What follows belongs to an exercise in optimizing a design on an open flow for small area, a short achievable clock period and few clock cycles per item; a production flow would make more cautious choices.
Function was checked by simulation only, so behaviour that the tests miss may differ from the original.
Power and IR drop assume default switching activity.

==> branch amber <==
==> flow/design.v <==
module oncore_crc (
    input  wire        clk,
    input  wire        rst_n,        
    input  wire [1:0]  cmd,          
    input  wire [4:0]  cmd_order,    
    input  wire [15:0] cmd_poly,     
    input  wire [15:0] cmd_init,     
    input  wire [7:0]  cmd_data,     
    output wire        cmd_ready,
    output wire        res_valid,
    output wire [15:0] res
);
    localparam [1:0] CMD_START  = 2'd1;
    localparam [1:0] CMD_BYTE   = 2'd2;
    localparam [1:0] CMD_FINISH = 2'd3;
    reg [15:0] crc;          
    reg [15:0] poly;         
    reg [6:0]  q;            
    reg [3:0]  nlo;          
    reg [7:0]  data;
    reg        data_v;
    reg [15:0] rsh;
    reg [3:0]  rcnt;         
    reg        rbusy;
    reg        fin_r;        
    wire rfree = !rbusy || (rcnt == 4'd0);
    wire rload = fin_r && rfree;
    assign cmd_ready = !fin_r || rfree;
    assign res_valid = rbusy && (rcnt == 4'd0);
    assign res       = rsh;
    wire start = (cmd == CMD_START);
    function [15:0] align;
        input [15:0] x;
        input [4:0]  n;
        reg   [31:0] y;
        begin
            y = {x, 16'b0};
            y = n[0] ? {1'b0, y[31:1]} : y;
            y = n[1] ? {2'b0, y[31:2]} : y;
            y = n[2] ? {4'b0, y[31:4]} : y;
            y = n[3] ? {8'b0, y[31:8]} : y;
            align = y[15:0] | (x & {16{n[4]}});
        end
    endfunction
    reg [7:0] qn;
    integer m, j;
    always @* begin
        qn = 8'd1;
        for (m = 1; m < 8; m = m + 1) begin
            qn[m] = 1'b0;
            for (j = 1; j <= m; j = j + 1)
                qn[m] = qn[m] ^ (poly[16-j] & qn[m-j]);
        end
    end
    wire [15:0] pv   = poly & {16{data_v}};
    wire [15:0] base = data_v ? {crc[7:0], 8'b0}
                     : start  ? align(cmd_init, cmd_order)
                     : crc;
    reg  [7:0]  d, fb;
    reg  [15:0] crc_d;
    integer i, k;
    always @* begin
        for (i = 0; i < 8; i = i + 1)
            d[i] = crc[15-i] ^ data[7-i];
        for (i = 0; i < 8; i = i + 1) begin
            fb[i] = d[i];
            for (k = 0; k < i; k = k + 1)
                fb[i] = fb[i] ^ (q[i-k-1] & d[k]);
        end
        crc_d = base;
        for (k = 0; k < 8; k = k + 1)
            crc_d = crc_d ^ ({16{fb[k]}} & (pv << (7-k)));
    end
    always @(posedge clk) begin
        data   <= cmd_data;
        data_v <= (cmd == CMD_BYTE);
        q      <= qn[7:1];
        crc    <= crc_d;
        if (start) begin
            poly <= align(cmd_poly, cmd_order);
            nlo  <= cmd_order[3:0];
        end
        rsh  <= rload ? crc : {1'b0, rsh[15:1]};
        rcnt <= rload ? nlo : rcnt + 4'd1;
        if (!rst_n) begin
            rbusy <= 1'b0;
            fin_r <= 1'b0;
        end else begin
            rbusy <= rload || (rbusy && rcnt != 4'd0);
            fin_r <= (fin_r && !rfree) || (cmd == CMD_FINISH && cmd_ready);
        end
    end
endmodule
==> flow/flow/run.sh <==
#!/bin/bash
# Standard layout, but the port buffers that global placement inserts use
# buf_1 instead of the slow clkdlybuf4s50_1 that buffer_ports picks by itself.
set -euo pipefail
export BUFFER_PORTS_ARGS="-buffer_cell sky130_fd_sc_hd__buf_1"
bash standard.sh > standard.log 2>&1
==> flow/standard.sh <==
#!/bin/bash
# synth_recipe.tcl (not shown) runs the flow's synth.tcl, then flattens the netlist and writes it again
# the make line also repeats each setting of config.mk as NAME=value (left out here)
make -C /OpenROAD-flow-scripts/flow DESIGN_CONFIG=/design/flow/config.mk WORK_HOME=/design/flow/orfs CLKGATE_MAP_FILE= SYNTH_SCRIPT=/design/flow/synth_recipe.tcl "${@:-finish}"
==> flow/config.mk <==
export PLATFORM = sky130hd
export DESIGN_NAME = oncore_crc
export DESIGN_NICKNAME = oncore_crc
export VERILOG_FILES = /design/flow/design.v
export SDC_FILE = /design/flow/constraint.sdc
export NUM_CORES = 4
export LEC_CHECK = 0
export CAP_MARGIN = 20
export CORE_MARGIN = 2
export CORE_UTILIZATION = 40
export CTS_BUF_LIST = sky130_fd_sc_hd__clkbuf_8
export SETUP_SLACK_MARGIN = 2.75
export SLEW_MARGIN = 20
==> flow/constraint.sdc <==
create_clock -name core_clock -period 6.0 [get_ports {clk}]
set_input_delay 1.2000 -clock core_clock [delete_from_list [all_inputs] [get_ports {clk}]]
set_output_delay 1.2000 -clock core_clock [all_outputs]
set_load 0.01 [all_outputs]
==> branch pepper (differences from branch amber) <==
--- a/flow/design.v
+++ b/flow/design.v
@@ -13,20 +13,25 @@
     localparam [1:0] CMD_START  = 2'd1;
     localparam [1:0] CMD_BYTE   = 2'd2;
     localparam [1:0] CMD_FINISH = 2'd3;
-    reg [15:0] crc;          
+    reg [7:0]  crc_lo;       
     reg [15:0] poly;         
     reg [6:0]  q;            
     reg [3:0]  nlo;          
-    reg [7:0]  data;
+    reg [7:0]  top;          
     reg        data_v;
     reg [15:0] rsh;
     reg [3:0]  rcnt;         
     reg        rbusy;
     reg        fin_r;        
+    reg  ready_r;            
+    reg  valid_r;            
     wire rfree = !rbusy || (rcnt == 4'd0);
     wire rload = fin_r && rfree;
-    assign cmd_ready = !fin_r || rfree;
-    assign res_valid = rbusy && (rcnt == 4'd0);
+    wire [3:0] rcnt_n  = rload ? nlo : rcnt + 4'd1;
+    wire       rbusy_n = rload || (rbusy && rcnt != 4'd0);
+    wire       fin_n   = (fin_r && !rfree) || (cmd == CMD_FINISH && ready_r);
+    assign cmd_ready = ready_r;
+    assign res_valid = valid_r;
     assign res       = rsh;
     wire start = (cmd == CMD_START);
     function [15:0] align;
@@ -53,15 +58,15 @@
         end
     end
     wire [15:0] pv   = poly & {16{data_v}};
-    wire [15:0] base = data_v ? {crc[7:0], 8'b0}
+    wire [15:0] base = data_v ? {crc_lo, 8'b0}
                      : start  ? align(cmd_init, cmd_order)
-                     : crc;
+                     : {top, crc_lo};
     reg  [7:0]  d, fb;
     reg  [15:0] crc_d;
     integer i, k;
     always @* begin
         for (i = 0; i < 8; i = i + 1)
-            d[i] = crc[15-i] ^ data[7-i];
+            d[i] = top[7-i];
         for (i = 0; i < 8; i = i + 1) begin
             fb[i] = d[i];
             for (k = 0; k < i; k = k + 1)
@@ -72,22 +77,26 @@
             crc_d = crc_d ^ ({16{fb[k]}} & (pv << (7-k)));
     end
     always @(posedge clk) begin
-        data   <= cmd_data;
+        top    <= crc_d[15:8] ^ (cmd_data & {8{cmd == CMD_BYTE}});
         data_v <= (cmd == CMD_BYTE);
         q      <= qn[7:1];
-        crc    <= crc_d;
+        crc_lo <= crc_d[7:0];
         if (start) begin
             poly <= align(cmd_poly, cmd_order);
             nlo  <= cmd_order[3:0];
         end
-        rsh  <= rload ? crc : {1'b0, rsh[15:1]};
-        rcnt <= rload ? nlo : rcnt + 4'd1;
+        rsh  <= rload ? {top, crc_lo} : {1'b0, rsh[15:1]};
+        rcnt <= rcnt_n;
         if (!rst_n) begin
-            rbusy <= 1'b0;
-            fin_r <= 1'b0;
+            rbusy   <= 1'b0;
+            fin_r   <= 1'b0;
+            ready_r <= 1'b1;
+            valid_r <= 1'b0;
         end else begin
-            rbusy <= rload || (rbusy && rcnt != 4'd0);
-            fin_r <= (fin_r && !rfree) || (cmd == CMD_FINISH && cmd_ready);
+            rbusy   <= rbusy_n;
+            fin_r   <= fin_n;
+            ready_r <= !fin_n || !rbusy_n || (rcnt_n == 4'd0);
+            valid_r <= rbusy_n && (rcnt_n == 4'd0);
         end
     end
 endmodule
--- a/flow/config.mk
+++ b/flow/config.mk
@@ -9,5 +9,5 @@
 export CORE_MARGIN = 2
 export CORE_UTILIZATION = 40
 export CTS_BUF_LIST = sky130_fd_sc_hd__clkbuf_8
-export SETUP_SLACK_MARGIN = 2.75
+export SETUP_SLACK_MARGIN = 3.5
 export SLEW_MARGIN = 20
==> out/metrics.cfg <==
[power]
pwr-share-comb = 0.708
p_sw_mw = 2.064

[logic_synthesis]
synth_cell_types = 64
yosysSeqAreaShare = 0.2808

[detailed_routing]
wl_met1_um = 7922

[layout]
sh_seq_area = 0.2533
buf_share = 0.04994

[sta]
fin_skew_ns = 0.01849

[worst_setup_path]
critPathMaxStageDelay_ns = 0.58
reg2reg_from = crc[12]

[outcome]
outcome = timing/DRC/antenna clean

Source of the figures above: branch amber

==> out/metrics.cfg <==
[outcome]
outcome = timing/DRC/antenna clean

[detailed_routing]
wl_met1_um = 7114

[power]
p_sw_mw = 1.691

[logic_synthesis]
synth_cell_types = 49

[layout]
buf_share = 0.09793
sh_seq_area = 0.2342
num-multi-input-gates = 555

[worst_setup_path]
critPathMaxStageDelay_ns = 0.34

Source of the figures above: branch pepper

Testbench counts of branch amber, summed over its fixed seeds: cycles 35,351, bytes 32,800.
Testbench counts of branch pepper, summed over its fixed seeds: cycles 35,351, bytes 32,800.

## re-timing with driven ports
Ports are ideal in the flow. The routed layouts listed here were re-timed in OpenROAD.
Step 1 assumes that a clkbuf_16 drives the clock port and a buf_2 every other input.
Step 2 times the ports against the registers' clock, not the clock port: input delays grow and output delays shrink by t, the midpoint of the rising clock arrivals with the driver on.
a / b / c = ideal / step 1 / step 2; a / b = the first two.
run | t, ns | slack for setup (ns) | latest minus earliest clock arrival (ns) | cell pins on the clock port's net
branch amber | 0.408 | 2.961 / 2.961 / 2.575 | 0.019 / 0.018 | 1
branch pepper | 0.382 | 3.422 / 3.319 / 2.937 | 0.012 / 0.012 | 1
After both steps setup and hold are still met in every run listed. For branch pepper, which loses most, drivers alone change the setup slack by -0.103 ns; drivers and shift together by -0.485 ns.
